Source: an optimization exercise on an open RTL-to-GDS flow (aim: small area). Production flows keep margins and buffers that such runs may drop. Only simulation tests tie the RTL to the original design; equivalence was not proved. Power and IR drop assume default switching activity.

==> flow/design.v <==
module dcpu16_core (
    input  wire        clk,
    input  wire        rst,
    output reg         mem_req,
    output reg         mem_we,
    output wire [15:0] mem_addr,
    output wire [15:0] mem_wdata,
    input  wire        mem_ack,
    input  wire [15:0] mem_rdata,
    output wire        halted
);
    localparam [3:0] OP_EXT = 4'h0, OP_SET = 4'h1, OP_ADD = 4'h2, OP_SUB = 4'h3,
                     OP_MUL = 4'h4, OP_DIV = 4'h5, OP_MOD = 4'h6, OP_SHL = 4'h7,
                     OP_SHR = 4'h8, OP_AND = 4'h9, OP_BOR = 4'hA, OP_XOR = 4'hB,
                     OP_IFE = 4'hC, OP_IFN = 4'hD, OP_IFG = 4'hE, OP_IFB = 4'hF;
    localparam [5:0] EOP_JSR = 6'h01, EOP_INT = 6'h08, EOP_IAG = 6'h09, EOP_IAS = 6'h0A,
                     EOP_HWN = 6'h10, EOP_HWQ = 6'h11, EOP_HWI = 6'h12;
    localparam [5:0] OPC_POP = 6'h18, OPC_PEEK = 6'h19, OPC_PUSH = 6'h1A, OPC_SP = 6'h1B,
                     OPC_PC = 6'h1C, OPC_EX = 6'h1D, OPC_IA = 6'h1E, OPC_NW = 6'h1F;
    localparam [4:0] S_F0    = 5'd0,    
                     S_FETCH = 5'd1,    
                     S_DEC   = 5'd2,    
                     S_SKIP  = 5'd3,    
                     S_NW    = 5'd4,    
                     S_LOC   = 5'd5,    
                     S_RD    = 5'd6,    
                     S_BMV   = 5'd7,    
                     S_APC   = 5'd8,    
                     S_POPI  = 5'd9,    
                     S_REST  = 5'd10,   
                     S_EXEC  = 5'd11,   
                     S_SHR1  = 5'd12,   
                     S_STEP  = 5'd13,   
                     S_POST  = 5'd14,   
                     S_POST2 = 5'd15,   
                     S_EXC   = 5'd16,   
                     S_WB    = 5'd17,   
                     S_WR    = 5'd18,   
                     S_JPC   = 5'd19,   
                     S_JSP   = 5'd20,   
                     S_I0    = 5'd21,   
                     S_IRA   = 5'd23,   
                     S_IA    = 5'd24,   
                     S_IIA   = 5'd25,   
                     S_HWQ   = 5'd26,   
                     S_HALT  = 5'd28,
                     S_LOGIC = 5'd31;   
    reg [4:0] state;
    reg [15:0] g0, g1, g2, g3, g4, g5, g6, g7;   
    reg [15:0] s0, s1;                           
    reg [2:0]  rp;           
    reg        clr;          
    wire       sclr = clr && rp[2:1] == 2'b00;    
    reg [15:0] pc, ex;
    reg [15:0] ir;
    reg [15:0] adr;          
    reg [15:0] va;           
    reg [15:0] vb;           
    reg [15:0] r;            
    reg [4:0]  cnt;
    reg        ph;           
    reg        skip;
    reg        c;            
    reg        iph;          
    assign mem_addr  = adr;
    assign mem_wdata = vb;
    assign halted    = (state == S_HALT);
    wire [3:0] op    = ir[3:0];
    wire [5:0] bcode = ir[9:4];
    wire [5:0] acode = ir[15:10];
    wire [5:0] eop   = ir[9:4];
    wire       is_basic = (op != OP_EXT);
    wire e_jsr = !is_basic && eop == EOP_JSR;
    wire e_int = !is_basic && eop == EOP_INT;
    wire e_iag = !is_basic && eop == EOP_IAG;
    wire e_ias = !is_basic && eop == EOP_IAS;
    wire e_hwn = !is_basic && eop == EOP_HWN;
    wire e_hwq = !is_basic && eop == EOP_HWQ;
    wire e_hwi = !is_basic && eop == EOP_HWI;
    wire ext_assigned = e_jsr | e_int | e_iag | e_ias | e_hwn | e_hwq | e_hwi;
    wire has_d = is_basic | e_iag | e_hwn;           
    wire has_s = !(e_iag | e_hwn);                   
    wire [5:0] dcode = is_basic ? bcode : acode;
    wire rd_d  = is_basic && op != OP_SET;           
    wire is_cond = is_basic && op[3:2] == 2'b11;
    wire is_mc   = is_basic && (op == OP_MUL || op == OP_DIV || op == OP_MOD ||
                                op == OP_SHL || op == OP_SHR);
    wire op_div  = op == OP_DIV;
    wire op_mod  = op == OP_MOD;
    function automatic f_nw(input [5:0] cd);
        f_nw = (cd[5:3] == 3'b010) || (cd == OPC_NW);
    endfunction
    function automatic f_mem(input [5:0] cd);
        f_mem = (cd[5:3] == 3'b010) || (cd[5:3] == 3'b001) ||
                (cd == OPC_POP) || (cd == OPC_PEEK) || (cd == OPC_PUSH);
    endfunction
    wire d_nw  = has_d && f_nw(dcode);
    wire s_nw  = has_s && f_nw(acode);
    wire d_mem = has_d && f_mem(dcode);
    wire s_mem = has_s && f_mem(acode);
    wire d_gpr = has_d && dcode[5:3] == 3'b000;
    wire d_pop  = has_d && dcode == OPC_POP;
    wire d_push = has_d && dcode == OPC_PUSH;
    wire s_pop  = has_s && acode == OPC_POP;
    wire s_push = has_s && acode == OPC_PUSH;
    wire [5:0] cd   = ph ? acode : dcode;
    wire [2:0] cls  = f_cls(cd);
    wire       want = ph | rd_d;                                 
    wire       g_al = (rp == cd[2:0]);
    function automatic [2:0] f_cls(input [5:0] c6);
        if (c6[5])                 f_cls = 3'd5;
        else if (c6[4:3] == 2'b00) f_cls = 3'd0;
        else if (c6[4:3] == 2'b01) f_cls = 3'd1;
        else if (c6[4:3] == 2'b10) f_cls = 3'd2;
        else if (c6[2:0] <= 3'd2)  f_cls = 3'd3;
        else if (c6[2:0] == 3'd3)  f_cls = 3'd4;
        else if (c6[2:0] == 3'd6)  f_cls = 3'd6;
        else                       f_cls = 3'd5;
    endfunction
    localparam [9:0] X_0 = 10'd0, X_T = 10'd1, X_U = 10'd2, X_PC = 10'd4, X_EX = 10'd8,
                     X_VB = 10'd16, X_R = 10'd32, X_RSH = 10'd64, X_LIT = 10'd128, X_VA = 10'd256;
    reg [9:0]  xsel;                       
    reg        yva, yinv, k1, cin;
    wire [15:0] x = ({16{xsel[0] & !clr}}  & g0) |
                    ({16{xsel[1] & !sclr}} & s0) |
                    ({16{xsel[2]}} & pc) |
                    ({16{xsel[3]}} & ex) |
                    ({16{xsel[4]}} & vb) |
                    ({16{xsel[5]}} & r)  |
                    ({16{xsel[6]}} & {r[14:0], vb[15]}) |
                    ({16{xsel[7]}} & {11'd0, cd[4:0]}) |
                    ({16{xsel[8]}} & va);
    wire [15:0] y = ((va & {16{yva}}) | {15'd0, k1}) ^ {16{yinv}};
    wire [15:0] ap = x ^ y;
    wire [15:0] ag = x & y;
    reg  [16:0] cy;
    reg  [15:0] sum;
    integer k;
    always @(*) begin
        cy[0] = cin;
        for (k = 0; k < 16; k = k + 4) begin
            cy[k+1] = ag[k] | (ap[k] & cy[k]);
            cy[k+2] = ag[k+1] | (ap[k+1] & ag[k]) | (ap[k+1] & ap[k] & cy[k]);
            cy[k+3] = ag[k+2] | (ap[k+2] & ag[k+1]) | (ap[k+2] & ap[k+1] & ag[k]) |
                      (ap[k+2] & ap[k+1] & ap[k] & cy[k]);
            cy[k+4] = ag[k+3] | (ap[k+3] & ag[k+2]) | (ap[k+3] & ap[k+2] & ag[k+1]) |
                      (ap[k+3] & ap[k+2] & ap[k+1] & ag[k]) |
                      (ap[k+3] & ap[k+2] & ap[k+1] & ap[k] & cy[k]);
        end
        sum = ap ^ cy[15:0];
    end
    wire cout = cy[16];
    wire [15:0] za = sum;
    wire [15:0] z = za;
    wire zzero = (za == 16'h0000);
    reg  sgn;                            
    wire ns = r[15] ^ cout ^ !sgn;
    wire qb = !ns & (op_div | op_mod);   
    wire       al_sp  = !rp[0];
    wire       al_ia  = rp[0];
    wire       va_zero = (va == 16'h0000);
    wire       va_big  = (va[15:5] != 11'd0);
    reg        gwe, swe;                  
    reg        pc_ld, adr_ld, vb_ld, r_ld, ex_ld, va_ld;
    reg        va_rd, ir_rd;              
    reg        val_ld;                    
    reg [4:0]  nstate;
    reg        skip_n, c_ld, iph_n, ph_n;
    reg [1:0]  cnt_op;                    
    reg [4:0]  cnt_in;
    reg [1:0]  sh;                        
    reg        adv;                       
    reg        sgn_clr;
    wire [4:0] after_a = (d_mem && (s_nw || s_mem)) ? S_REST : S_EXEC;
    wire [4:0] to_a    = s_nw ? (d_mem ? S_APC : S_NW) : S_LOC;
    wire       go_a    = !ph && has_s;
    wire [4:0] next_op = go_a ? to_a : after_a;
    wire [4:0] to_dst  = d_mem ? S_WR : S_WB;
    always @(*) begin
        gwe = 1'b0; swe = 1'b0;
        pc_ld = 1'b0; adr_ld = 1'b0; vb_ld = 1'b0; r_ld = 1'b0; ex_ld = 1'b0; va_ld = 1'b0;
        va_rd = 1'b0; ir_rd = 1'b0; val_ld = 1'b0;
        xsel = X_0; yva = 1'b0; yinv = 1'b0; k1 = 1'b0; cin = 1'b0; 
        mem_req = 1'b0; mem_we = 1'b0;
        nstate = state;
        skip_n = skip; c_ld = 1'b0; iph_n = iph; ph_n = ph;
        cnt_op = 2'd0; cnt_in = 5'd0;
        sh = 2'd0; adv = 1'b0; sgn_clr = 1'b0;
        case (state)
            S_F0: begin
                xsel = X_PC; adr_ld = 1'b1;
                nstate = S_FETCH;
            end
            S_FETCH: begin
                mem_req = 1'b1;
                xsel = X_PC; cin = 1'b1;
                if (mem_ack) begin
                    ir_rd = 1'b1; pc_ld = 1'b1; adr_ld = 1'b1;
                    nstate = S_DEC;
                end
            end
            S_DEC: begin
                ph_n = !has_d;
                if (!is_basic && !ext_assigned)
                    nstate = S_HALT;
                else if (skip)
                    nstate = S_SKIP;
                else if (has_d)
                    nstate = d_nw ? S_NW : S_LOC;
                else
                    nstate = s_nw ? S_NW : S_LOC;
            end
            S_SKIP: begin
                xsel = X_PC;
                k1  = d_nw & s_nw;
                cin = d_nw | s_nw;
                pc_ld = 1'b1; adr_ld = 1'b1;
                skip_n = 1'b0;
                nstate = S_FETCH;
            end
            S_NW: begin
                mem_req = 1'b1;
                xsel = X_PC; cin = 1'b1;
                if (mem_ack) begin
                    va_rd = 1'b1; pc_ld = 1'b1; adr_ld = 1'b1;
                    nstate = S_LOC;
                end
            end
            S_LOC: begin
                case (cls)
                    3'd0: begin
                        xsel = X_T;
                        if (!want) begin nstate = next_op; adv = 1'b1; end
                        else if (g_al) begin val_ld = 1'b1; begin nstate = next_op; adv = 1'b1; end end
                    end
                    3'd1, 3'd2: begin
                        xsel = X_T; yva = (cls == 3'd2);
                        if (g_al) begin
                            adr_ld = 1'b1; r_ld = !ph;
                            begin nstate = want ? S_RD : next_op; adv = !want; end
                        end
                    end
                    3'd3: begin
                        xsel = X_U;
                        yinv = (cd == OPC_PUSH);
                        if (al_sp) begin
                            adr_ld = 1'b1; r_ld = !ph; swe = (cd == OPC_PUSH);
                            if (cd == OPC_POP) nstate = S_POPI;
                            else begin nstate = want ? S_RD : next_op; adv = !want; end
                        end
                    end
                    3'd4: begin
                        xsel = X_U;
                        if (!want) begin nstate = next_op; adv = 1'b1; end
                        else if (al_sp) begin val_ld = 1'b1; begin nstate = next_op; adv = 1'b1; end end
                    end
                    3'd6: begin
                        xsel = X_U;
                        if (!want) begin nstate = next_op; adv = 1'b1; end
                        else if (al_ia) begin val_ld = 1'b1; begin nstate = next_op; adv = 1'b1; end end
                    end
                    default: begin
                        xsel = (cd == OPC_PC) ? X_PC : (cd == OPC_EX) ? X_EX :
                               (cd == OPC_NW) ? X_0 : X_LIT;
                        yva  = (cd == OPC_NW);
                        val_ld = want;
                        begin nstate = next_op; adv = 1'b1; end
                    end
                endcase
            end
            S_RD: begin
                mem_req = 1'b1;
                if (mem_ack) begin
                    va_rd = 1'b1;
                    nstate = ph ? after_a : S_BMV;
                    ph_n = 1'b0;
                end
            end
            S_BMV: begin
                yva = 1'b1; vb_ld = 1'b1;
                adv = 1'b1;
                nstate = next_op;
            end
            S_APC: begin
                xsel = X_PC; adr_ld = 1'b1;
                nstate = S_NW;
            end
            S_POPI: begin
                xsel = X_U; cin = 1'b1;
                if (al_sp) begin
                    swe = 1'b1;
                    nstate = want ? S_RD : next_op; adv = !want;
                end
            end
            S_REST: begin
                xsel = X_R; adr_ld = 1'b1;
                nstate = S_EXEC;
            end
            S_EXEC: begin
                if (is_basic) begin
                    case (op)
                        OP_MUL: begin
                            r_ld = 1'b1;
                            cnt_op = 2'd1; cnt_in = 5'd16;
                            nstate = S_STEP;
                        end
                        OP_DIV, OP_MOD: begin
                            if (va_zero) begin
                                vb_ld = 1'b1; ex_ld = op_div;
                                nstate = to_dst;
                            end else begin
                                ex_ld = op_div; r_ld = 1'b1; sgn_clr = 1'b1;
                                cnt_op = 2'd1; cnt_in = op_div ? 5'd0 : 5'd16;
                                nstate = S_STEP;
                            end
                        end
                        OP_SHL, OP_SHR: begin
                            cnt_op = 2'd1; cnt_in = va[4:0];
                            if (va_big) begin
                                vb_ld = 1'b1; ex_ld = 1'b1;
                                nstate = to_dst;
                            end else if (op == OP_SHL) begin
                                r_ld = 1'b1;
                                nstate = (va[4:0] == 5'd0) ? S_POST : S_STEP;
                            end else begin
                                xsel = X_VB; r_ld = 1'b1;
                                nstate = S_SHR1;
                            end
                        end
                        default: begin
                            xsel = (op == OP_SET) ? X_0 : (op == OP_BOR) ? (X_VB | X_VA) : X_VB;
                            yva  = (op != OP_BOR);
                            yinv = (op == OP_SUB) || (op == OP_IFE) || (op == OP_IFN) || (op == OP_IFG);
                            cin  = yinv;
                            c_ld = 1'b1;
                            if (op == OP_AND || op == OP_XOR || op == OP_IFB) begin
                                r_ld = 1'b1;
                                cnt_op = 2'd1; cnt_in = (op == OP_XOR) ? 5'd4 : 5'd2;
                                nstate = S_LOGIC;
                            end else if (is_cond) begin
                                case (op)
                                    OP_IFE:  skip_n = !zzero;
                                    OP_IFN:  skip_n = zzero;
                                    default: skip_n = !(cout && !zzero);    
                                endcase
                                nstate = S_F0;
                            end else begin
                                vb_ld = 1'b1;
                                nstate = (op == OP_ADD || op == OP_SUB) ? S_EXC : to_dst;
                            end
                        end
                    endcase
                end else begin
                    case (eop)
                        EOP_JSR: begin iph_n = 1'b0; nstate = S_JPC; end
                        EOP_INT: nstate = S_I0;
                        EOP_IAG: begin
                            xsel = X_U;
                            if (al_ia) begin vb_ld = 1'b1; nstate = to_dst; end
                        end
                        EOP_IAS: begin
                            yva = 1'b1;
                            if (al_ia) begin swe = 1'b1; nstate = S_F0; end
                        end
                        EOP_HWN: begin
                            vb_ld = 1'b1; nstate = to_dst;
                        end
                        EOP_HWQ: begin cnt_op = 2'd1; cnt_in = 5'd8; nstate = S_HWQ; end
                        default: nstate = S_F0;      
                    endcase
                end
            end
            S_LOGIC: begin
                cnt_op = 2'd2;
                if (cnt[2] || (cnt == 5'd2 && op != OP_XOR)) begin
                    xsel = X_VB | X_VA; va_ld = 1'b1;
                end else begin
                    xsel = X_R; yva = 1'b1; yinv = 1'b1; cin = 1'b1;
                    va_ld = (cnt == 5'd3);
                    r_ld  = (cnt == 5'd2);
                    vb_ld = (cnt == 5'd1);
                end
                if (cnt == 5'd1) begin
                    nstate = is_cond ? S_F0 : to_dst;
                    if (is_cond) skip_n = zzero;               
                end
            end
            S_SHR1: begin
                vb_ld = 1'b1;
                nstate = (va[4:0] == 5'd0) ? S_POST : S_STEP;
            end
            S_STEP: begin
                cnt_op = 2'd2;
                if (op == OP_MUL || op == OP_SHR) begin
                    xsel = X_R; yva = (op == OP_MUL) & vb[0];
                    sh = 2'd1;
                end else begin
                    xsel = X_RSH; yva = (op != OP_SHL); yinv = !sgn; cin = !sgn;
                    sh = 2'd2;
                end
                if (cnt == 5'd1) nstate = op_div ? to_dst : S_POST;
            end
            S_POST: begin
                xsel = (op == OP_SHR) ? X_VB : X_R;
                yva  = op_mod;
                r_ld  = op_mod && sgn;
                ex_ld = !op_mod;                  
                nstate = (op == OP_SHR || op_mod) ? S_POST2 : to_dst;
            end
            S_POST2: begin
                xsel = X_R; vb_ld = 1'b1;
                nstate = to_dst;
            end
            S_EXC: begin
                yinv = (op == OP_SUB); cin = c;
                ex_ld = 1'b1;
                nstate = to_dst;
            end
            S_WB: begin
                xsel = X_VB;
                case (cls)
                    3'd0: if (g_al) begin gwe = 1'b1; nstate = S_F0; end
                    3'd4: if (al_sp) begin swe = 1'b1; nstate = S_F0; end
                    3'd6: if (al_ia) begin swe = 1'b1; nstate = S_F0; end
                    default: begin
                        if (cd == OPC_PC) begin
                            pc_ld = 1'b1; adr_ld = 1'b1; nstate = S_FETCH;
                        end else if (cd == OPC_EX) begin
                            ex_ld = 1'b1; nstate = S_F0;
                        end else
                            nstate = S_F0;
                    end
                endcase
            end
            S_WR: begin
                mem_req = 1'b1; mem_we = 1'b1;
                xsel = e_jsr ? X_0 : X_PC; yva = e_jsr;
                if (mem_ack) begin
                    if (e_jsr) begin
                        pc_ld = 1'b1; adr_ld = 1'b1;
                        nstate = S_FETCH;
                    end else if (e_int) begin
                        iph_n = 1'b1;
                        nstate = iph ? S_IA : S_JSP;
                    end else begin
                        adr_ld = 1'b1;
                        nstate = S_FETCH;
                    end
                end
            end
            S_JPC: begin
                xsel = X_PC; vb_ld = 1'b1;
                nstate = S_JSP;
            end
            S_JSP: begin
                xsel = X_U; yinv = 1'b1;
                if (al_sp) begin
                    swe = 1'b1; adr_ld = 1'b1;
                    nstate = iph ? S_IRA : S_WR;
                end
            end
            S_I0: begin
                xsel = X_U;
                iph_n = 1'b0;
                if (al_ia) nstate = zzero ? S_F0 : S_JPC;
            end
            S_IRA: begin
                xsel = X_T;
                if (rp == 3'd0) begin vb_ld = 1'b1; nstate = S_WR; end
            end
            S_IA: begin
                yva = 1'b1;
                if (rp == 3'd0) begin gwe = 1'b1; nstate = S_IIA; end
            end
            S_IIA: begin
                xsel = X_U;
                if (al_ia) begin pc_ld = 1'b1; adr_ld = 1'b1; nstate = S_FETCH; end
            end
            S_HWQ: begin
                gwe = (rp <= 3'd4);
                cnt_op = 2'd2;
                if (cnt == 5'd1) nstate = S_F0;
            end
            default: nstate = S_HALT;    
        endcase
        if (adv) ph_n = go_a;    
        if (val_ld) begin
            if (ph) va_ld = 1'b1; else vb_ld = 1'b1;
        end
        if (rst) begin
            gwe = 1'b0; swe = 1'b0;
            pc_ld = 1'b1; adr_ld = 1'b1; ex_ld = 1'b1;
            xsel = X_0; yva = 1'b0; yinv = 1'b0; k1 = 1'b0; cin = 1'b0;
            sh = 2'd0;
        end
    end
    wire [15:0] gtap = clr ? 16'h0000 : g0;
    wire [15:0] stap = sclr ? 16'h0000 : s0;
    always @(posedge clk) begin
        g0 <= g1; g1 <= g2; g2 <= g3; g3 <= g4; g4 <= g5; g5 <= g6; g6 <= g7;
        g7 <= gwe ? z : gtap;
        s0 <= s1;
        s1 <= swe ? z : stap;
        if (pc_ld)  pc  <= z;
        if (adr_ld) adr <= z;
        if (sh == 2'd1) begin
            r  <= {cout, z[15:1]};
            vb <= {z[0], vb[15:1]};
        end else if (sh == 2'd2) begin
            r   <= z;
            sgn <= ns;
            vb  <= {vb[14:0], op_div ? ex[15] : qb};
            if (op_div) ex <= {ex[14:0], qb};
        end else begin
            if (vb_ld) vb <= z;
            if (r_ld)  r  <= z;
            if (ex_ld) ex <= z;
        end
        if (rst) begin
            rp    <= 3'd0;
            clr   <= 1'b1;
            state <= S_FETCH;
            skip  <= 1'b0;
        end else begin
            rp <= rp + 3'd1;
            if (rp == 3'd7) clr <= 1'b0;
            state <= nstate;
            skip  <= skip_n;
            iph   <= iph_n;
            ph    <= ph_n;
            if (c_ld) c <= cout;
            if (sgn_clr) sgn <= 1'b0;
            if (ir_rd)  ir  <= mem_rdata;
            if (va_rd)      va <= mem_rdata;
            else if (va_ld) va <= z;
            case (cnt_op)
                2'd1: cnt <= cnt_in;
                2'd2: cnt <= cnt - 5'd1;
                default: ;
            endcase
        end
    end
endmodule
==> flow/run.sh <==
#!/bin/bash
# synth_recipe.tcl (not shown) runs the flow's synth.tcl, then flattens the netlist and writes it again
# the make line also repeats each setting of config.mk as NAME=value (left out here)
make -C /OpenROAD-flow-scripts/flow DESIGN_CONFIG=/design/flow/config.mk WORK_HOME=/design/flow/orfs CLKGATE_MAP_FILE= SYNTH_SCRIPT=/design/flow/synth_recipe.tcl finish
==> flow/config.mk <==
export PLATFORM = sky130hd
export DESIGN_NAME = dcpu16_core
export DESIGN_NICKNAME = dcpu16_core
export VERILOG_FILES = /design/flow/design.v
export SDC_FILE = /design/flow/constraint.sdc
export NUM_CORES = 4
export LEC_CHECK = 0
export ABC_AREA = 1
export CAP_MARGIN = 30
export CORE_MARGIN = 2
export CORE_UTILIZATION = 30
export CTS_BUF_LIST = sky130_fd_sc_hd__clkbuf_8
export CTS_CLUSTER_DIAMETER = 60
export CTS_CLUSTER_SIZE = 14
export GPL_TIMING_DRIVEN = 0
export SLEW_MARGIN = 30
==> flow/constraint.sdc <==
create_clock -name core_clock -period 10.0 [get_ports {clk}]
set_input_delay 2.0000 -clock core_clock [delete_from_list [all_inputs] [get_ports {clk}]]
set_output_delay 2.0000 -clock core_clock [all_outputs]
set_load 0.01 [all_outputs]
==> qor.csv, run 1 <==
stage;metric;value;unit
synthesis;synth-edff-count;120;
synthesis;synth_top_cell_area_share;26.90;%
global_routing;overflow;0;
floorplanning;row_count;77;
worst_hold_path;hold_class;flop to flop;
cells_and_area;finalNetCount;1690;
clocking;cts_resized;0;
floorplanning;io_pins;54;
routing;drtPass1Iterations;5;
clocking;cts_root_buf;clkbuf_8;
placed_design;placed_cell_area;0.01476;mm²
pwr;powerDensity;246.6;mW/mm²
synthesis;dominantRegCellSynth;dfxtp_1;
placed_design;dp_cells;2202;
timing;slew_headroom;37.57;%
status;status;timing/DRC/antenna clean;
pwr;total_power;3807;µW
routing;drc;0;
global_routing;grt_max_degree;18;
synthesis;syn-cell-area;0.01340;mm²
synthesis;ys_ff_latch;291;
routing;vias;11780;
critical_path;slowest_stage;clkbuf_1;
floorplanning;start_util;30.36;%
timing;period_minus_slack;8.187;ns
synthesis;avgSynthCellArea;8.642;µm²
critical_path;r2r-end;state[0]$_SDFFE_PP1P_;
clocking;path_clk_slew;0.10;ns
routing;viasPerCell;5.226;
clocking;cts_buffers;30;
timing;fin_crit_sh;81.87;%
critical_path;worst_setup_path_end_kind;flop;
clocking;cts_setup_buffers;0;
timing;setup_viol;0;
critical_path;slowest_delay;0.56;ns
pwr;total_leakage_power;0.006171;µW
global_routing;antenna_found_initial;0;
critical_path;critPathKind;input port to flop;
clocking;cts_max_level;1;
timing;skew;0.04423;ns
floorplanning;die_y;215.3;µm
synthesis;yosys.area.top_type;edfxtp_1;
placed_design;portBuffers;52;
synthesis;syn-num-nets;1597;
placed_design;dp_hpwl;37920;µm
cells_and_area;final_area;0.01544;mm²
synthesis;ys_types;55;
clocking;clock-sinks;291;
critical_path;arrival;8.70;ns
routing;wl;48390;µm
cells_and_area;n_fill_cell;4676;
global_routing;grt_pass1_wl;71790;µm
timing;maxSlewViolCount;0;
worst_hold_path;min_from;g5[13]$_DFF_P_;
critical_path;required;10.52;ns
floorplanning;die-area;0.04636;mm²
synthesis;ys_top_cells_by_count;nand2_1 (316), inv_1 (185), dfxtp_1 (171);
synthesis;ys_warn_count;1;
global_routing;grt_pass1_vias;11280;
critical_path;worstRegToRegCells;39;
cells_and_area;area_growth;15.24;%
floorplanning;coreArea;0.04412;mm²
placed_design;finalWeightedCongestion;0.9738;
cells_and_area;drive_gt1_share;8.067;%
synthesis;yosysMostFrequentCell;nand2_1;
critical_path;cpMostUsedCell;nand2_1;
synthesis;synth_area_leaders;edfxtp_1 (27%), dfxtp_1 (26%), nand2_1 (8.9%);
timing;finalSetupTns;0;ns
routing;wl_per_cell;21.48;µm
cells_and_area;num_antenna_cells;0;
critical_path;timing.rr.start;state[0]$_SDFFE_PP1P_;
synthesis;syn_inst;1550;
timing;hold_violations;0;
timing;rsz0062_at_grt;false;
clocking;clockBufferDepth;3;
routing;drtIter0Drc;1231;
critical_path;crit_fanout;10;
floorplanning;fp.dieW;215.3;µm
cells_and_area;finalNonFillerCells;2253;
run;drv_cap;0;
synthesis;async_flop_share;0;%
routing;ant_nets;0;
timing;fmax;122.1;MHz
timing;worstMarginPinSlew;0.9341;ns
synthesis;ys_seq_area_share;52.46;%
timing;hold_slack;0.3249;ns
worst_hold_path;hold_depth;0;
clocking;cts_hold_buf;0;
pwr;ir_worst_vdd;0.1502;mV
clocking;insertion_delay;0.66;ns
global_routing;grt_use_total;20.42;%
critical_path;r2r_slack;2.40;ns
worst_hold_path;min_to;g4[13]$_DFF_P_;
critical_path;cp-start-kind;input port;
clocking;cts_tree;built;
-- layout make-up --
type,instances,area (µm²),share of cell area (%)
Inverter,207,777.0,5.033
Sequential cell,291,7027,45.52
Clock buffer,30,412.9,2.675
Timing Repair Buffer,61,591.8,3.834
Clock inverter,20,255.2,1.653
Tap cell,592,740.7,4.798
Buffer,39,170.2,1.102
Multi-Input combinational cell,1013,5463,35.39
-- where the power goes --
part | leakage, µW | total [µW] | switching (µW) | internal [µW]
Combinational | 0.00326 | 1370 | 949 | 417
Clock | 0.000359 | 848 | 448 | 400
Sequential | 0.00255 | 1590 | 100 | 1490
Total | 0.00617 | 3810 | 1500 | 2310
-- placed cells by master (no fill, tap or decap), types with 39 or more instances in the layout --
cell type	count
a21oi_1	57
dfxtp_1	171
o21ai_0	94
o21ai_1	39
nand2_1	316
inv_1	190
nor2_1	129
nand3_1	101
edfxtp_1	120
clkdlybuf4s50_1	52
-- state kept, by name, indices dropped and copies added, names as in the netlist, 3 cells and up --
signal and flops:
adr 16, cnt 5, ex 16, g0 16, g1 16, g2 16
g3 16, g4 16, g5 16, g6 16, g7 16, ir 16
pc 16, r 16, rp 3, s0 16, s1 16, state 5
va 16, vb 16
-- layer usage --
metal | global-route usage [%] | routed length, µm | vias to the layer above
met5 | 0 | 0 | -
li1 | - | - | 5470
met2 | 33.82 | 22690 | 567
met1 | 26.56 | 20010 | 5612
met4 | 8.023 | 2125 | 0
met3 | 3.454 | 3571 | 126
-- metrics by stage --
| step | utilization [%] | setup WS [ns] |
|---|---|---|
| CTS | 34.96 | 2.016 |
| detailed placement | 33.44 | 1.402 |
| global placement | 33.22 | 1.401 |
| global route | 34.99 | 1.345 |
| floorplan | - | 3.454 |
| finish | 34.99 | 1.813 |
-- logic make-up after synthesis --
family / Yosys count / synth area share, %
AOI/OAI and AO/OA: 310 / 14.69
buffers and inverters: 246 / 7.071
DFF: 291 / 52.46
and+or+nand+nor: 651 / 21.37
adders and majority gates: 28 / 2.840
xor gates and xnor gates: 24 / 1.569
-- worst max path at each step --
stage               cells past startpoint                     to  slack [ns]  from
floorplan                              37  state[0]$_SDFFE_PP1P_        3.45   rst
global placement                       37      skip$_SDFFE_PP0P_        1.40   rst
detailed placement                     37  state[0]$_SDFFE_PP1P_        1.40   rst
CTS                                    37      skip$_SDFFE_PP0P_        2.02   rst
global route                           37  state[0]$_SDFFE_PP1P_        1.34   rst
finish                                 37  state[0]$_SDFFE_PP1P_        1.81   rst
-- worst max-delay path: cells and delay by family --
family                     cells  cell delay, ns
xor gates and xnor gates       1            0.27
adders and majority gates      2            0.75
buffers and inverters          7            1.93
AOI/OAI and AO/OA              5            0.90
and+or+nand+nor               22            2.82
==> inputs of run 2 (changes only) <==
--- a/flow/design.v
+++ b/flow/design.v
@@ -44,7 +44,8 @@
                      S_IIA   = 5'd25,   
                      S_HWQ   = 5'd26,   
                      S_HALT  = 5'd28,
-                     S_LOGIC = 5'd31;   
+                     S_LOGIC = 5'd31,   
+                     S_DIV2  = 5'd29;   
     reg [4:0] state;
     reg [15:0] g0, g1, g2, g3, g4, g5, g6, g7;   
     reg [15:0] s0, s1;                           
@@ -62,6 +63,7 @@
     reg        skip;
     reg        c;            
     reg        iph;          
+    reg        p2;           
     assign mem_addr  = adr;
     assign mem_wdata = vb;
     assign halted    = (state == S_HALT);
@@ -127,7 +129,7 @@
                     ({16{xsel[3]}} & ex) |
                     ({16{xsel[4]}} & vb) |
                     ({16{xsel[5]}} & r)  |
-                    ({16{xsel[6]}} & {r[14:0], vb[15]}) |
+                    ({16{xsel[6]}} & {r[14:0], vb[15] & !p2}) |
                     ({16{xsel[7]}} & {11'd0, cd[4:0]}) |
                     ({16{xsel[8]}} & va);
     wire [15:0] y = ((va & {16{yva}}) | {15'd0, k1}) ^ {16{yinv}};
@@ -165,7 +167,7 @@
     reg        va_rd, ir_rd;              
     reg        val_ld;                    
     reg [4:0]  nstate;
-    reg        skip_n, c_ld, iph_n, ph_n;
+    reg        skip_n, c_ld, iph_n, ph_n, p2_n;
     reg [1:0]  cnt_op;                    
     reg [4:0]  cnt_in;
     reg [1:0]  sh;                        
@@ -176,6 +178,8 @@
     wire       go_a    = !ph && has_s;
     wire [4:0] next_op = go_a ? to_a : after_a;
     wire [4:0] to_dst  = d_mem ? S_WR : S_WB;
+    wire       div_more = op_div && !p2 && !va_zero;
+    wire [4:0] wb_done  = div_more ? S_DIV2 : S_F0;
     always @(*) begin
         gwe = 1'b0; swe = 1'b0;
         pc_ld = 1'b0; adr_ld = 1'b0; vb_ld = 1'b0; r_ld = 1'b0; ex_ld = 1'b0; va_ld = 1'b0;
@@ -183,7 +187,7 @@
         xsel = X_0; yva = 1'b0; yinv = 1'b0; k1 = 1'b0; cin = 1'b0; 
         mem_req = 1'b0; mem_we = 1'b0;
         nstate = state;
-        skip_n = skip; c_ld = 1'b0; iph_n = iph; ph_n = ph;
+        skip_n = skip; c_ld = 1'b0; iph_n = iph; ph_n = ph; p2_n = p2;
         cnt_op = 2'd0; cnt_in = 5'd0;
         sh = 2'd0; adv = 1'b0; sgn_clr = 1'b0;
         case (state)
@@ -200,7 +204,7 @@
                 end
             end
             S_DEC: begin
-                ph_n = !has_d;
+                ph_n = !has_d; p2_n = 1'b0;
                 if (!is_basic && !ext_assigned)
                     nstate = S_HALT;
                 else if (skip)
@@ -309,8 +313,8 @@
                                 vb_ld = 1'b1; ex_ld = op_div;
                                 nstate = to_dst;
                             end else begin
-                                ex_ld = op_div; r_ld = 1'b1; sgn_clr = 1'b1;
-                                cnt_op = 2'd1; cnt_in = op_div ? 5'd0 : 5'd16;
+                                r_ld = 1'b1; sgn_clr = 1'b1; p2_n = 1'b0;
+                                cnt_op = 2'd1; cnt_in = 5'd16;
                                 nstate = S_STEP;
                             end
                         end
@@ -398,14 +402,19 @@
                     xsel = X_RSH; yva = (op != OP_SHL); yinv = !sgn; cin = !sgn;
                     sh = 2'd2;
                 end
-                if (cnt == 5'd1) nstate = op_div ? to_dst : S_POST;
+                if (cnt == 5'd1) nstate = (op_div && !p2) ? to_dst : S_POST;
             end
             S_POST: begin
-                xsel = (op == OP_SHR) ? X_VB : X_R;
+                xsel = (op == OP_SHR || op_div) ? X_VB : X_R;
                 yva  = op_mod;
                 r_ld  = op_mod && sgn;
-                ex_ld = !op_mod;                  
-                nstate = (op == OP_SHR || op_mod) ? S_POST2 : to_dst;
+                ex_ld = !op_mod && !(op_div && cd == OPC_EX);    
+                nstate = op_div ? (d_mem ? S_FETCH : S_F0) : (op == OP_SHR || op_mod) ? S_POST2 : to_dst;
+            end
+            S_DIV2: begin
+                p2_n = 1'b1;
+                cnt_op = 2'd1; cnt_in = 5'd16;
+                nstate = S_STEP;
             end
             S_POST2: begin
                 xsel = X_R; vb_ld = 1'b1;
@@ -419,16 +428,16 @@
             S_WB: begin
                 xsel = X_VB;
                 case (cls)
-                    3'd0: if (g_al) begin gwe = 1'b1; nstate = S_F0; end
-                    3'd4: if (al_sp) begin swe = 1'b1; nstate = S_F0; end
-                    3'd6: if (al_ia) begin swe = 1'b1; nstate = S_F0; end
+                    3'd0: if (g_al) begin gwe = 1'b1; nstate = wb_done; end
+                    3'd4: if (al_sp) begin swe = 1'b1; nstate = wb_done; end
+                    3'd6: if (al_ia) begin swe = 1'b1; nstate = wb_done; end
                     default: begin
                         if (cd == OPC_PC) begin
-                            pc_ld = 1'b1; adr_ld = 1'b1; nstate = S_FETCH;
+                            pc_ld = 1'b1; adr_ld = 1'b1; nstate = div_more ? S_DIV2 : S_FETCH;
                         end else if (cd == OPC_EX) begin
-                            ex_ld = 1'b1; nstate = S_F0;
+                            ex_ld = 1'b1; nstate = wb_done;
                         end else
-                            nstate = S_F0;
+                            nstate = wb_done;
                     end
                 endcase
             end
@@ -444,7 +453,7 @@
                         nstate = iph ? S_IA : S_JSP;
                     end else begin
                         adr_ld = 1'b1;
-                        nstate = S_FETCH;
+                        nstate = div_more ? S_DIV2 : S_FETCH;
                     end
                 end
             end
@@ -509,8 +518,7 @@
         end else if (sh == 2'd2) begin
             r   <= z;
             sgn <= ns;
-            vb  <= {vb[14:0], op_div ? ex[15] : qb};
-            if (op_div) ex <= {ex[14:0], qb};
+            vb  <= {vb[14:0], qb};
         end else begin
             if (vb_ld) vb <= z;
             if (r_ld)  r  <= z;
@@ -527,6 +535,7 @@
             state <= nstate;
             skip  <= skip_n;
             iph   <= iph_n;
+            p2    <= p2_n;
             ph    <= ph_n;
             if (c_ld) c <= cout;
             if (sgn_clr) sgn <= 1'b0;
==> run 2 against run 1 <==
Register-to-register slack got worse by 0.26 ns. Non-clock buffer count fell by 4. Largest power group unchanged. Final cell count fell by 0.44%. Critical path depth fell by 1. Fmax rose by 1.2%. Critical endpoint unchanged. Die area fell by 0.49%. Clock power fell by about 10%. Utilization fell by 0.22 points. Wire length fell by 2.2%. Count of clock-buffer cells in the layout did not move. Still clean.
==> qor.csv, run 2 <==
stage;metric;value;unit;change
status;status;timing/DRC/antenna clean;;unchanged
cells_and_area;fin_util;34.76;%;was 34.99%
cells_and_area;num_antenna_cells;0;;unchanged
routing;drtPass1Iterations;6;;was 5
pwr;total_leakage_power;0.006144;µW;was 0.006171 µW
critical_path;crit_fanout;10;;unchanged
global_routing;overflow;0;;unchanged
clocking;insertion_delay;0.67;ns;was 0.66 ns
cells_and_area;mostFrequentLayoutCell;nand2_1;;unchanged
cells_and_area;drive_gt1_share;8.056;%;was 8.067%
routing;wl_per_cell;21.09;µm;was 21.48 µm
timing;finalSetupTns;0;ns;unchanged
routing;routed.top_layer;met4;;unchanged
critical_path;cp-start-kind;input port;;unchanged
floorplanning;fp.dieW;214.8;µm;was 215.3 µm
placed_design;portBuffers;52;;unchanged
clocking;cts_hold_buf;0;;unchanged
synthesis;synth-edff-count;121;;was 120
floorplanning;io_pins;54;;unchanged
cells_and_area;final_area;0.01530;mm²;was 0.01544 mm²
timing;fin_crit_sh;80.88;%;was 81.87%
timing;fmax;123.6;MHz;was 122.1 MHz
timing;rsz0062_at_grt;false;;unchanged
synthesis;syn-num-nets;1588;;was 1597
floorplanning;start_util;30.27;%;was 30.36%
critical_path;worst_setup_path_end_kind;flop;;unchanged
synthesis;ys_types;54;;was 55
synthesis;ys_seq_area_share;52.94;%;was 52.46%
timing;setup_viol;0;;unchanged
cells_and_area;n_fill_cell;4654;;was 4676
clocking;cts_max_level;1;;unchanged
cells_and_area;area_growth;14.82;%;was 15.24%
routing;drc;0;;unchanged
clocking;path_clk_slew;0.09;ns;was 0.10 ns
cells_and_area;finalNetCount;1679;;was 1690
clocking;cts_setup_buffers;0;;unchanged
clocking;clock-sinks;292;;was 291
global_routing;grt_pass1_vias;11290;;was 11280
critical_path;required;10.49;ns;was 10.52 ns
synthesis;yosys.area.top_type;edfxtp_1;;unchanged
clocking;cts_tree;built;;unchanged
critical_path;cp_top_family;simple AND/OR/NAND/NOR gates;;unchanged
routing;vias;11640;;was 11780
synthesis;yosysMostFrequentCell;nand2_1;;unchanged
synthesis;ys_warn_count;1;;unchanged
timing;hold_slack;0.3211;ns;was 0.3249 ns
routing;met3RoutedLength;3164;µm;was 3571 µm
critical_path;slowest_delay;0.70;ns;was 0.56 ns
critical_path;critPathKind;input port to flop;;unchanged
cells_and_area;final_cell_mix;nand2_1 (300), inv_1 (201), dfxtp_1 (171);;was nand2_1 (316), inv_1 (190), dfxtp_1 (171)
timing;period_minus_slack;8.088;ns;was 8.187 ns
critical_path;crit_buf_inv;6;;was 7
routing;met1_length;18880;µm;was 20010 µm
clocking;cts_root_buf;clkbuf_8;;unchanged
routing;drtIter0Drc;1311;;was 1231
cells_and_area;multiInputGateArea;0.005360;mm²;was 0.005463 mm²
floorplanning;coreArea;0.04403;mm²;was 0.04412 mm²
clocking;cts_buffers;29;;was 30
floorplanning;row_count;77;;unchanged
worst_hold_path;hold_class;flop to flop;;unchanged
clocking;cts_resized;0;;unchanged
synthesis;ys_ff_latch;292;;was 291
global_routing;antenna_found_initial;0;;unchanged
routing;wl;47310;µm;was 48390 µm
critical_path;slowest_stage;nor2_1;;was clkbuf_1
run;drv_cap;0;;unchanged
synthesis;synth_area_leaders;edfxtp_1 (27%), dfxtp_1 (26%), nand2_1 (8.4%);;was edfxtp_1 (27%), dfxtp_1 (26%), nand2_1 (8.9%)
pwr;total_power;3800;µW;was 3807 µW
timing;hold_violations;0;;unchanged
placed_design;placed_cell_area;0.01471;mm²;was 0.01476 mm²
clocking;clockBufferDepth;3;;unchanged
global_routing;grt_use_total;20.01;%;was 20.42%
synthesis;synth_top_cell_area_share;27.26;%;was 26.90%
floorplanning;die-area;0.04613;mm²;was 0.04636 mm²
placed_design;finalWeightedCongestion;0.9706;;was 0.9738
routing;viasPerCell;5.191;;was 5.226
synthesis;avgSynthCellArea;8.650;µm²;was 8.642 µm²
timing;slew_headroom;34.49;%;was 37.57%
critical_path;r2r_slack;2.14;ns;was 2.40 ns
global_routing;grt_pass1_wl;70370;µm;was 71790 µm
placed_design;dp_hpwl;37000;µm;was 37920 µm
cells_and_area;layout.area.seq;0.007057;mm²;was 0.007027 mm²
timing;skew;0.06319;ns;was 0.04423 ns
synthesis;ys_top_cells_by_count;nand2_1 (300), inv_1 (191), dfxtp_1 (171);;was nand2_1 (316), inv_1 (185), dfxtp_1 (171)
synthesis;dominantRegCellSynth;dfxtp_1;;unchanged
timing;maxSlewViolCount;0;;unchanged
pwr;powerDensity;248.3;mW/mm²;was 246.6 mW/mm²
critical_path;arrival;8.58;ns;was 8.70 ns
synthesis;syn_inst;1541;;was 1550
timing;worstMarginPinSlew;0.9790;ns;was 0.9341 ns
routing;ant_nets;0;;unchanged
routing;wl_met2;23180;µm;was 22690 µm
synthesis;syn-cell-area;0.01333;mm²;was 0.01340 mm²
pwr;ir_worst_vdd;0.1137;mV;was 0.1502 mV
global_routing;grt_max_degree;17;;was 18
floorplanning;die_y;214.8;µm;was 215.3 µm
synthesis;async_flop_share;0;%;unchanged
-- run 2: through the flow --
step                      setup slack, ns  std cells
final                               1.912       2243
after global routing                1.527       2243
after CTS                           2.177       2242
after detailed placement            1.511       2192
after global placement              1.495       2185
after floorplan                     3.655       1541
-- run 2: kinds of logic (layout without fill, tap and decap cells) --
| family | after synthesis | after routing | synth area share, % |
|---|---|---|---|
| simple gates | 679 | 679 | 22.88 |
| flops | 292 | 292 | 52.94 |
| compound gates | 274 | 274 | 12.62 |
| buf+inv | 244 | 354 | 7.134 |
| fa+ha+maj | 28 | 28 | 2.854 |
| xor+xnor | 24 | 24 | 1.577 |
-- run 2: cell type report --
cell class                 instances  area share (%)
clock buffer                      30           2.698
inverter                         208           5.110
buffer                            36           1.104
timing repair buffer              60           4.039
clock inverter                    20           1.079
sequential                       292           46.11
multi-input combinational       1005           35.02
tap                              592           4.840
-- run 2: worst paths after layout --
check,start,end,cells after the start
setup reg to reg,ir[0]$_DFFE_PP_,state[0]$_SDFFE_PP1P_,39
hold / removal,g1[12]$_DFF_P_,g0[12]$_DFF_P_,0
hold reg to reg,g1[12]$_DFF_P_,g0[12]$_DFF_P_,0
setup / recovery,rst,state[0]$_SDFFE_PP1P_,36
-- run 2: metal layers --
layer  GRT usage (%)  up-vias
met5               0        -
met4           8.079        0
met3           2.803      104
met2           34.96      503
met1           24.79     5614
li1                -     5422
-- run 2: report_power, final --
part	switching (µW)	internal [µW]
registers	80.6	1510
clock network	443	319
logic	1010	443
total	1530	2270
==> inputs of run 3 (changes only) <==
==> flow/flow/run.sh (new file) <==
#!/bin/bash
# The standard layout (the standard.sh: standard synthesis, ORFS from
# floorplan to finish), except that the input and output ports are buffered
# with the platform's smallest buffer, sky130_fd_sc_hd__buf_1, instead of the
# buffer_ports default. Every port still gets its own buffer.
set -euo pipefail
export BUFFER_PORTS_ARGS="-buffer_cell sky130_fd_sc_hd__buf_1"
bash standard.sh > standard.log 2>&1
==> flow/standard.sh (new file) <==
#!/bin/bash
# synth_recipe.tcl (not shown) runs the flow's synth.tcl, then flattens the netlist and writes it again
# the make line also repeats each setting of config.mk as NAME=value (left out here)
make -C /OpenROAD-flow-scripts/flow DESIGN_CONFIG=/design/flow/config.mk WORK_HOME=/design/flow/orfs CLKGATE_MAP_FILE= SYNTH_SCRIPT=/design/flow/synth_recipe.tcl "${@:-finish}"
removed: flow/run.sh
==> run 3 against run 2 <==
Synthesized cell count did not move. Utilization fell by 0.93 points. Non-clock buffer count stayed put. Highest routed layer unchanged. Die area did not move. Still clean. Count of clock-buffer cells in the layout down 2.
==> qor.csv, run 3 <==
stage;metric;value;unit;change
routing;drtPass1Iterations;5;;was 6
placed_design;place_ws;1.577;ns;was 1.511 ns
routing;viasPerCell;5.168;;was 5.191
global_routing;grt_pass1_wl;71150;µm;was 70370 µm
cells_and_area;drive_gt1_share;7.842;%;was 8.056%
floorplanning;coreArea;0.04403;mm²;unchanged
worst_hold_path;hold_depth;0;;unchanged
critical_path;arrival;8.47;ns;was 8.58 ns
synthesis;avgSynthCellArea;8.650;µm²;unchanged
cells_and_area;fin_util;33.83;%;was 34.76%
synthesis;synth-edff-count;121;;unchanged
pwr;pwr-share-clk;19.1;%;was 20.1%
critical_path;slowest_stage;xnor2_1;;was nor2_1
clocking;cts_buffers;28;;was 29
cells_and_area;area_growth;11.75;%;was 14.82%
routing;wl;48370;µm;was 47310 µm
status;status;timing/DRC/antenna clean;;unchanged
floorplanning;die-area;0.04613;mm²;unchanged
cells_and_area;mostFrequentLayoutCell;nand2_1;;unchanged
routing;vias;11560;;was 11640
timing;maxSlewViolCount;0;;unchanged
global_routing;antenna_found_initial;0;;unchanged
timing;slew_headroom;30.30;%;was 34.49%
clocking;clock-sinks;292;;unchanged
cells_and_area;n_fill_cell;4644;;was 4654
routing;wl_per_cell;21.62;µm;was 21.09 µm
clocking;cts_hold_buf;0;;unchanged
routing;ant_nets;0;;unchanged
cells_and_area;multiInputGateArea;0.005360;mm²;unchanged
floorplanning;start_util;30.27;%;unchanged
timing;setup_ws;2.091;ns;was 1.912 ns
synthesis;syn-cell-area;0.01333;mm²;unchanged
timing;setup_viol;0;;unchanged
critical_path;worstRegToRegCells;43;;was 39
clocking;cts_root_buf;clkbuf_8;;unchanged
clocking;clockBufferDepth;3;;unchanged
synthesis;ys_warn_count;1;;unchanged
clocking;cts_setup_buffers;0;;unchanged
placed_design;portBuffers;52;;unchanged
clocking;cts_tree;built;;unchanged
synthesis;syn-num-nets;1588;;unchanged
synthesis;dominantRegCellSynth;dfxtp_1;;unchanged
timing;finalSetupTns;0;ns;unchanged
placed_design;dp_hpwl;38140;µm;was 37000 µm
critical_path;required;10.56;ns;was 10.49 ns
synthesis;ys_top_cells_by_count;nand2_1 (300), inv_1 (191), dfxtp_1 (171);;unchanged
pwr;combPwrFrac;38.1;%;was 38.2%
critical_path;cp-start-kind;input port;;unchanged
clocking;path_clk_slew;0.09;ns;about the same
synthesis;ys_seq_area_share;52.94;%;unchanged
synthesis;ys_ff_latch;292;;unchanged
pwr;total_power;3697;µW;was 3800 µW
floorplanning;io_pins;54;;unchanged
clocking;cts_resized;0;;unchanged
critical_path;slowest_delay;0.68;ns;was 0.70 ns
timing;rsz0062_at_grt;false;;unchanged
pwr;p_seq_share;42.8;%;was 41.7%
routing;drtIter0Drc;1030;;was 1311
synthesis;synth_top_cell_area_share;27.26;%;unchanged
synthesis;ys_types;54;;unchanged
cells_and_area;final_cell_mix;nand2_1 (300), inv_1 (198), dfxtp_1 (171);;was nand2_1 (300), inv_1 (201), dfxtp_1 (171)
clocking;insertion_delay;0.65;ns;was 0.67 ns
timing;hold_violations;0;;unchanged
pwr;power.net_switching;1546;µW;was 1533 µW
global_routing;grt_max_degree;17;;unchanged
synthesis;yosysMostFrequentCell;nand2_1;;unchanged
floorplanning;die_y;214.8;µm;unchanged
clocking;cts_max_level;1;;unchanged
cells_and_area;finalNetCount;1678;;was 1679
synthesis;synth_area_leaders;edfxtp_1 (27%), dfxtp_1 (26%), nand2_1 (8.4%);;unchanged
synthesis;async_flop_share;0;%;unchanged
pwr;ir_worst_vdd;0.1170;mV;was 0.1137 mV
pwr;p_sw_share;41.82;%;was 40.35%
timing;period_minus_slack;7.909;ns;was 8.088 ns
routing;drc;0;;unchanged
worst_hold_path;hold_class;flop to flop;;unchanged
critical_path;worst_setup_path_end_kind;flop;;unchanged
pwr;intPower;2151;µW;was 2267 µW
placed_design;finalWeightedCongestion;0.9832;;was 0.9706
cells_and_area;layout.area.seq;0.007057;mm²;unchanged
critical_path;crit_fanout;10;;unchanged
timing;fin_crit_sh;79.09;%;was 80.88%
pwr;total_leakage_power;0.005954;µW;was 0.006144 µW
global_routing;grt_pass1_vias;11230;;was 11290
timing;worstMarginPinSlew;1.035;ns;was 0.9790 ns
cells_and_area;num_antenna_cells;0;;unchanged
global_routing;grt_use_total;20.48;%;was 20.01%
timing;skew;0.02384;ns;was 0.06319 ns
run;drv_cap;0;;unchanged
global_routing;overflow;0;;unchanged
critical_path;critPathKind;input port to flop;;unchanged
floorplanning;fp.dieW;214.8;µm;unchanged
pwr;powerDensity;248.2;mW/mm²;was 248.3 mW/mm²
synthesis;syn_inst;1541;;unchanged
floorplanning;row_count;77;;unchanged
timing;fmax;126.4;MHz;was 123.6 MHz
synthesis;yosys.area.top_type;edfxtp_1;;unchanged
[run 3: cell counts after synthesis]
No cell type changed its count.
[run 3: final timing paths]
check	from	to	slack (ns)
hold / removal	g4[4]$_DFF_P_	g3[4]$_DFF_P_	0.32
hold reg to reg	g4[4]$_DFF_P_	g3[4]$_DFF_P_	0.32
setup reg to reg	ph$_DFFE_PP_	state[1]$_SDFFE_PP0P_	2.18
setup / recovery	rst	state[1]$_SDFFE_PP0P_	2.09
[run 3: critical path: cells and delay by family]
| family | cells | cell delay (ns) |
|---|---|---|
| simple gates | 22 | 3.12 |
| compound gates | 5 | 0.70 |
| buf+inv | 6 | 1.35 |
| fa+ha+maj | 2 | 0.59 |
| xor+xnor | 1 | 0.68 |
[run 3: stage by stage]
stage	hold WS, ns	cells	instance area (µm²)
3_5_place_dp	0.3121	2193	14400
3_3_place_gp	0.3098	2185	14260
6_report	0.3176	2237	14900
4_1_cts	0.3246	2237	14900
2_1_floorplan	0.3096	1541	13330
5_1_grt	0.3269	2237	14900
[run 3: logic make-up after synthesis]
logic type / synth area share [%]
and+or+nand+nor: 22.88
DFF: 52.94
AOI/OAI and AO/OA: 12.62
buffers and inverters: 7.134
adders and majority gates: 2.854
xor gates and xnor gates: 1.577
[run 3: layout make-up]
class | instances | area share [%]
Inverter | 208 | 5.250
Multi-Input combinational cell | 1005 | 35.98
Clock buffer | 28 | 2.587
Sequential cell | 292 | 47.38
Clock inverter | 16 | 0.7728
Tap cell | 592 | 4.973
Buffer | 36 | 1.134
Timing Repair Buffer | 60 | 1.924
[run 3: routing by layer]
| metal | track usage (%) | vias to the layer above | wire length (µm) | share of wire, % |
|---|---|---|---|---|
| met3 | 2.788 | 140 | 2820 | 5.8 |
| met2 | 34.56 | 475 | 23040 | 48 |
| met1 | 25.46 | 5539 | 19670 | 41 |
| met5 | 0 | - | 0 | 0 |
| li1 | - | 5407 | - | - |
| met4 | 10.79 | 0 | 2843 | 5.9 |
[run 3: power by group through the flow]
stage | clock network (µW) | registers, µW | logic [µW]
global placement | 0 | 1610 | 1340
CTS | 721 | 1580 | 1380
floorplan | 0 | 1610 | 812
finish | 705 | 1580 | 1410
detailed placement | 0 | 1610 | 1380
global route | 762 | 1600 | 1520
==> inputs of run 4 (changes only) <==
==> flow/flow/run.sh (replaced) <==
#!/bin/bash
# The standard layout (the standard.sh: standard synthesis, ORFS from
# floorplan to finish), except that:
#  - the input and output ports are buffered with the platform's smallest
#    buffer, sky130_fd_sc_hd__buf_1 (every port still gets its own buffer);
#  - clock tree synthesis adds no dummy loads to the clock nets.
set -euo pipefail
export BUFFER_PORTS_ARGS="-buffer_cell sky130_fd_sc_hd__buf_1"
export CTS_ARGS="-sink_clustering_enable -repair_clock_nets -sink_clustering_size 14 -sink_clustering_max_diameter 60 -buf_list sky130_fd_sc_hd__clkbuf_8 -dont_use_dummy_load"
bash standard.sh > standard.log 2>&1
==> run 4 against run 3 <==
Still clean. Critical path depth fell by 2. Synthesized cell count did not move. Clock power fell by 11%. Largest cell class unchanged. Sequential power barely moved. Fmax fell by 2.7%. Flip-flop and latch count did not move. Area after synthesis did not move. Worst hold slack got worse by 0.013 ns. Count of clock-buffer cells in the layout did not move. Die area did not move. Critical path type unchanged. First-iteration DRC count rose by 4.1%.
==> qor.csv, run 4 <==
stage;metric;value;unit;change
global_routing;grt_use_total;20.43;%;was 20.48%
pwr;total_leakage_power;0.005874;µW;was 0.005954 µW
clocking;cts_resized;0;;unchanged
placed_design;portBuffers;52;;unchanged
routing;drtPass1Iterations;6;;was 5
synthesis;synth_area_leaders;edfxtp_1 (27%), dfxtp_1 (26%), nand2_1 (8.4%);;unchanged
timing;finalSetupTns;0;ns;unchanged
routing;drtIter0Drc;1072;;was 1030
cells_and_area;fin_util;33.57;%;was 33.83%
routing;ant_nets;0;;unchanged
critical_path;cp_top_family;simple AND/OR/NAND/NOR gates;;unchanged
synthesis;dominantRegCellSynth;dfxtp_1;;unchanged
clocking;cts_tree;built;;unchanged
global_routing;grt_max_degree;17;;unchanged
synthesis;syn-cell-area;0.01333;mm²;unchanged
synthesis;syn-num-nets;1588;;unchanged
critical_path;slowest_stage;xnor2_1;;unchanged
synthesis;ys_seq_area_share;52.94;%;unchanged
global_routing;antenna_found_initial;0;;unchanged
critical_path;crit_fanout;10;;unchanged
cells_and_area;mostFrequentLayoutCell;nand2_1;;unchanged
clocking;clockBufferDepth;3;;unchanged
clocking;cts_root_buf;clkbuf_8;;unchanged
critical_path;r2r_slack;2.12;ns;was 2.18 ns
placed_design;dp_hpwl;38140;µm;unchanged
synthesis;async_flop_share;0;%;unchanged
floorplanning;start_util;30.27;%;unchanged
floorplanning;coreArea;0.04403;mm²;unchanged
synthesis;yosysMostFrequentCell;nand2_1;;unchanged
floorplanning;die-area;0.04613;mm²;unchanged
worst_hold_path;hold_class;flop to flop;;unchanged
synthesis;yosys.area.top_type;edfxtp_1;;unchanged
critical_path;crit_buf_inv;6;;unchanged
pwr;powerDensity;245.1;mW/mm²;was 248.2 mW/mm²
timing;period_minus_slack;8.132;ns;was 7.909 ns
floorplanning;row_count;77;;unchanged
cells_and_area;finalNetCount;1678;;unchanged
clocking;cts_buffers;28;;unchanged
timing;fin_crit_sh;81.32;%;was 79.09%
synthesis;avgSynthCellArea;8.650;µm²;unchanged
critical_path;arrival;8.62;ns;was 8.47 ns
timing;fmax;123.0;MHz;was 126.4 MHz
critical_path;slowest_delay;0.80;ns;was 0.68 ns
critical_path;worst_setup_path_end_kind;flop;;unchanged
synthesis;ys_warn_count;1;;unchanged
clocking;clock-sinks;292;;unchanged
timing;setup_viol;0;;unchanged
synthesis;synth-edff-count;121;;unchanged
timing;hold_violations;0;;unchanged
critical_path;required;10.49;ns;was 10.56 ns
pwr;ir_worst_vdd;0.1169;mV;was 0.1170 mV
global_routing;grt_pass1_wl;71080;µm;was 71150 µm
critical_path;cpMostUsedCell;inv_1;;
placed_design;placed_cell_area;0.01440;mm²;unchanged
placed_design;finalWeightedCongestion;0.9832;;unchanged
floorplanning;io_pins;54;;unchanged
cells_and_area;area_growth;10.89;%;was 11.75%
routing;wl;48380;µm;was 48370 µm
run;drv_cap;0;;unchanged
clocking;insertion_delay;0.64;ns;was 0.65 ns
cells_and_area;final_cell_mix;nand2_1 (300), inv_1 (191), dfxtp_1 (171);;was nand2_1 (300), inv_1 (198), dfxtp_1 (171)
routing;vias;11560;;about the same
floorplanning;die_y;214.8;µm;unchanged
synthesis;ys_top_cells_by_count;nand2_1 (300), inv_1 (191), dfxtp_1 (171);;unchanged
floorplanning;fp.dieW;214.8;µm;unchanged
synthesis;ys_ff_latch;292;;unchanged
timing;setup_ws;1.868;ns;was 2.091 ns
cells_and_area;num_antenna_cells;0;;unchanged
status;status;timing/DRC/antenna clean;;unchanged
synthesis;ys_types;54;;unchanged
critical_path;critPathKind;input port to flop;;unchanged
clocking;cts_max_level;1;;unchanged
timing;maxSlewViolCount;0;;unchanged
clocking;cts_hold_buf;0;;unchanged
global_routing;grt_pass1_vias;11230;;about the same
timing;skew;0.08074;ns;was 0.02384 ns
synthesis;syn_inst;1541;;unchanged
cells_and_area;drive_gt1_share;7.428;%;was 7.842%
cells_and_area;final_area;0.01478;mm²;was 0.01490 mm²
timing;worstMarginPinSlew;1.029;ns;was 1.035 ns
timing;slew_headroom;30.68;%;was 30.30%
routing;viasPerCell;5.206;;was 5.168
clocking;path_clk_slew;0.08;ns;was 0.09 ns
routing;wl_per_cell;21.78;µm;was 21.62 µm
clocking;cts_setup_buffers;0;;unchanged
critical_path;cp-start-kind;input port;;unchanged
placed_design;place_ws;1.577;ns;unchanged
global_routing;overflow;0;;unchanged
timing;rsz0062_at_grt;false;;unchanged
synthesis;synth_top_cell_area_share;27.26;%;unchanged
routing;drc;0;;unchanged
[run 4: cell type report]
type | instances | area [µm²]
inverters | 208 | 782.0
flip-flops and latches | 292 | 7057
plain buffers | 36 | 168.9
well taps | 592 | 740.7
clock buffers | 28 | 385.4
repair buffers | 60 | 286.5
multi-input cells | 1005 | 5360
fillers | 4651 | 29250
[run 4: cells by family after synthesis]
| family | after synthesis | synth area share [%] |
|---|---|---|
| AOI/OAI and AO/OA | 274 | 12.62 |
| DFF | 292 | 52.94 |
| buffers and inverters | 244 | 7.134 |
| and+or+nand+nor | 679 | 22.88 |
| adders and majority gates | 28 | 2.854 |
| xor gates and xnor gates | 24 | 1.577 |
[run 4: report_power, final]
| part | internal, µW | switching, µW |
|---|---|---|
| logic | 373 | 1030 |
| registers | 1510 | 79.3 |
| clock network | 248 | 383 |
[run 4: routing by layer]
layer | share of wire, % | routed length [µm] | track usage [%] | vias to the layer above
li1 | - | - | - | 5393
met1 | 41 | 19600 | 25.14 | 5568
met5 | 0 | 0 | 0 | -
met2 | 47 | 22940 | 34.52 | 464
met4 | 5.9 | 2853 | 10.93 | 0
met3 | 6.2 | 2979 | 3.057 | 137
[run 4: final timing paths]
| kind | from | to | cells past startpoint |
|---|---|---|---|
| worst min-delay path | g4[4]$_DFF_P_ | g3[4]$_DFF_P_ | 0 |
| worst max register to register | ph$_DFFE_PP_ | state[1]$_SDFFE_PP0P_ | 41 |
| worst min register to register | g4[4]$_DFF_P_ | g3[4]$_DFF_P_ | 0 |
| worst max-delay path | rst | state[1]$_SDFFE_PP0P_ | 34 |
[run 4: through the flow]
stage / hold WS [ns] / total power (µW) / cells
2_1_floorplan: 0.3096 / 2427 / 1541
3_3_place_gp: 0.3098 / 2954 / 2185
3_5_place_dp: 0.3121 / 2989 / 2193
4_1_cts: 0.3082 / 3615 / 2221
5_1_grt: 0.3111 / 3806 / 2221
6_report: 0.3048 / 3622 / 2221
==> inputs of run 5 (changes only) <==
--- a/flow/flow/run.sh
+++ b/flow/flow/run.sh
@@ -6,5 +6,5 @@
 #  - clock tree synthesis adds no dummy loads to the clock nets.
 set -euo pipefail
 export BUFFER_PORTS_ARGS="-buffer_cell sky130_fd_sc_hd__buf_1"
-export CTS_ARGS="-sink_clustering_enable -repair_clock_nets -sink_clustering_size 14 -sink_clustering_max_diameter 60 -buf_list sky130_fd_sc_hd__clkbuf_8 -dont_use_dummy_load"
+export CTS_ARGS="-sink_clustering_enable -repair_clock_nets -sink_clustering_size 10 -sink_clustering_max_diameter 45 -buf_list sky130_fd_sc_hd__clkbuf_4 -dont_use_dummy_load"
 bash standard.sh > standard.log 2>&1
--- a/flow/config.mk
+++ b/flow/config.mk
@@ -9,8 +9,8 @@
 export CAP_MARGIN = 30
 export CORE_MARGIN = 2
 export CORE_UTILIZATION = 30
-export CTS_BUF_LIST = sky130_fd_sc_hd__clkbuf_8
-export CTS_CLUSTER_DIAMETER = 60
-export CTS_CLUSTER_SIZE = 14
+export CTS_BUF_LIST = sky130_fd_sc_hd__clkbuf_4
+export CTS_CLUSTER_DIAMETER = 45
+export CTS_CLUSTER_SIZE = 10
 export GPL_TIMING_DRIVEN = 0
 export SLEW_MARGIN = 30
==> run 5 against run 4 <==
Clock power shrank about 10%. Wire length shrank 0.13%. Area after synthesis is the same. Worst setup slack gained 0.22 ns. Synthesized cell count is the same. Combinational power is essentially flat. Via count is the same. Power shrank 1.8%.
==> qor.csv, run 5 <==
stage;metric;value;unit;change
placed_design;finalWeightedCongestion;0.9832;;unchanged
global_routing;antenna_found_initial;2;;was 0
critical_path;timing.rr.start;ph$_DFFE_PP_;;unchanged
routing;viasPerCell;5.171;;was 5.206
timing;finalSetupTns;0;ns;unchanged
floorplanning;start_util;30.27;%;unchanged
floorplanning;coreArea;0.04403;mm²;unchanged
clocking;cts_resized;0;;unchanged
pwr;powerDensity;241.7;mW/mm²;was 245.1 mW/mm²
status;status;timing/DRC/antenna clean;;unchanged
synthesis;synth_top_cell_area_share;27.26;%;unchanged
floorplanning;io_pins;54;;unchanged
synthesis;ys_types;54;;unchanged
routing;wl_per_cell;21.61;µm;was 21.78 µm
critical_path;slowest_stage;xnor2_1;;unchanged
cells_and_area;mostFrequentLayoutCell;nand2_1;;unchanged
critical_path;cpMostUsedCell;inv_1;;unchanged
synthesis;synth_area_leaders;edfxtp_1 (27%), dfxtp_1 (26%), nand2_1 (8.4%);;unchanged
clocking;clock-sinks;292;;unchanged
clocking;cts_setup_buffers;0;;unchanged
worst_hold_path;hold_class;flop to flop;;unchanged
global_routing;grt_pass1_vias;11360;;was 11230
synthesis;syn-cell-area;0.01333;mm²;unchanged
critical_path;slowest_delay;0.68;ns;was 0.80 ns
synthesis;ys_top_cells_by_count;nand2_1 (300), inv_1 (191), dfxtp_1 (171);;unchanged
critical_path;r2r-end;skip$_SDFFE_PP0P_;;was state[1]$_SDFFE_PP0P_
critical_path;worst_setup_path_end_kind;flop;;unchanged
pwr;ir_worst_vdd;0.1156;mV;was 0.1169 mV
global_routing;overflow;0;;unchanged
floorplanning;die-area;0.04613;mm²;unchanged
floorplanning;row_count;77;;unchanged
clocking;cts_tree;built;;unchanged
critical_path;worstRegToRegCells;43;;was 41
global_routing;grt_pass1_wl;71050;µm;was 71080 µm
clocking;cts_max_level;2;;was 1
clocking;cts_buffers;42;;was 28
routing;drtPass1Iterations;5;;was 6
synthesis;ys_seq_area_share;52.94;%;unchanged
clocking;path_clk_slew;0.10;ns;was 0.08 ns
timing;hold_slack;0.2634;ns;was 0.3048 ns
cells_and_area;drive_gt1_share;8.217;%;was 7.428%
timing;setup_viol;0;;unchanged
routing;drc;0;;unchanged
timing;slew_headroom;32.61;%;was 30.68%
placed_design;dp_cells;2193;;unchanged
synthesis;syn-num-nets;1588;;unchanged
timing;hold_violations;0;;unchanged
placed_design;dp_hpwl;38140;µm;unchanged
timing;worstMarginPinSlew;1.000;ns;was 1.029 ns
placed_design;portBuffers;52;;unchanged
synthesis;syn_inst;1541;;unchanged
timing;rsz0062_at_grt;false;;unchanged
routing;vias;11560;;unchanged
critical_path;crit_path_end;skip$_SDFFE_PP0P_;;was state[1]$_SDFFE_PP0P_
synthesis;ys_warn_count;1;;unchanged
timing;fmax;126.3;MHz;was 123.0 MHz
synthesis;avgSynthCellArea;8.650;µm²;unchanged
worst_hold_path;min_from;g2[15]$_DFF_P_;;was g4[4]$_DFF_P_
timing;fin_crit_sh;79.17;%;was 81.32%
synthesis;yosys.area.top_type;edfxtp_1;;unchanged
synthesis;dominantRegCellSynth;dfxtp_1;;unchanged
floorplanning;fp.dieW;214.8;µm;unchanged
pwr;total_leakage_power;0.005866;µW;was 0.005874 µW
routing;drtIter0Drc;1058;;was 1072
floorplanning;die_y;214.8;µm;unchanged
timing;period_minus_slack;7.917;ns;was 8.132 ns
cells_and_area;finalNetCount;1692;;was 1678
critical_path;cp-startpoint;rst;;unchanged
clocking;clockBufferDepth;3;;unchanged
critical_path;cp.depth;36;;was 34
clocking;insertion_delay;0.71;ns;was 0.64 ns
critical_path;cp-start-kind;input port;;unchanged
routing;wl;48310;µm;was 48380 µm
timing;maxSlewViolCount;0;;unchanged
synthesis;yosysMostFrequentCell;nand2_1;;unchanged
critical_path;cp_top_family;simple AND/OR/NAND/NOR gates;;unchanged
global_routing;grt_max_degree;17;;unchanged
synthesis;async_flop_share;0;%;unchanged
critical_path;required;10.55;ns;was 10.49 ns
cells_and_area;finalNonFillerCells;2236;;was 2221
global_routing;grt_use_total;20.49;%;was 20.43%
routing;ant_nets;0;;unchanged
cells_and_area;area_growth;10.38;%;was 10.89%
cells_and_area;fin_util;33.42;%;was 33.57%
critical_path;crit_fanout;10;;unchanged
critical_path;critPathKind;input port to flop;;unchanged
cells_and_area;final_cell_mix;nand2_1 (300), inv_1 (191), dfxtp_1 (171);;unchanged
critical_path;crit_buf_inv;6;;unchanged
timing;skew;0.1249;ns;was 0.08074 ns
run;drv_cap;0;;unchanged
synthesis;synth-edff-count;121;;unchanged
placed_design;place_ws;1.577;ns;unchanged
clocking;cts_root_buf;clkbuf_4;;was clkbuf_8
critical_path;arrival;8.46;ns;was 8.62 ns
critical_path;r2r_slack;2.25;ns;was 2.12 ns
timing;setup_ws;2.083;ns;was 1.868 ns
synthesis;ys_ff_latch;292;;unchanged
clocking;cts_hold_buf;0;;unchanged
[run 5: cell counts after synthesis]
Identical to the previous run, type by type.
[run 5: final cells by class]
class                           instances  area [µm²]
Inverter                              208       782.0
Tap cell                              592       740.7
Buffer                                 36       168.9
Multi-Input combinational cell       1005        5360
Fill cell                            4667       29320
Antenna cell                            1       2.502
Timing Repair Buffer                   60       286.5
Sequential cell                       292        7057
Clock buffer                           42       315.3
[run 5: logic make-up after synthesis]
kind of cell,share of synthesized area (%)
XOR/XNOR,1.577
flip-flops,52.94
AND/OR/NAND/NOR,22.88
AO/OA/AOI/OAI,12.62
adder cells (fa/ha/maj),2.854
buffers and inverters,7.134
[run 5: layer usage]
layer	part of all wire (%)	wire length (µm)	GRT usage, %
met5	0	0	0
met4	6.1	2950	11.34
met3	6.2	2979	3.241
met2	47	22910	34.39
met1	40	19470	25.13
[run 5: metrics by stage]
step                      cell area (µm²)  total power, µW
after floorplan                     13330             2427
after global placement              14260             2954
after detailed placement            14400             2989
after CTS                           14710             3564
after global routing                14710             3760
final                               14710             3557
[run 5: how the worst min path moves through the flow]
| stage | cells past startpoint | endpoint | slack, ns |
|---|---|---|---|
| after floorplan | 0 | g0[0]$_DFF_P_ | 0.31 |
| after global placement | 0 | g0[10]$_DFF_P_ | 0.31 |
| after detailed placement | 0 | g6[8]$_DFF_P_ | 0.31 |
| after CTS | 0 | g1[15]$_DFF_P_ | 0.26 |
| after global routing | 0 | g1[15]$_DFF_P_ | 0.27 |
| final | 0 | g1[15]$_DFF_P_ | 0.26 |
[run 5: power breakdown]
group / switching (µW) / leakage [µW] / internal [µW]
clock: 375 / 0.000193 / 192
sequential: 78.9 / 0.00256 / 1510
combinational: 1030 / 0.00311 / 373
total: 1490 / 0.00587 / 2070
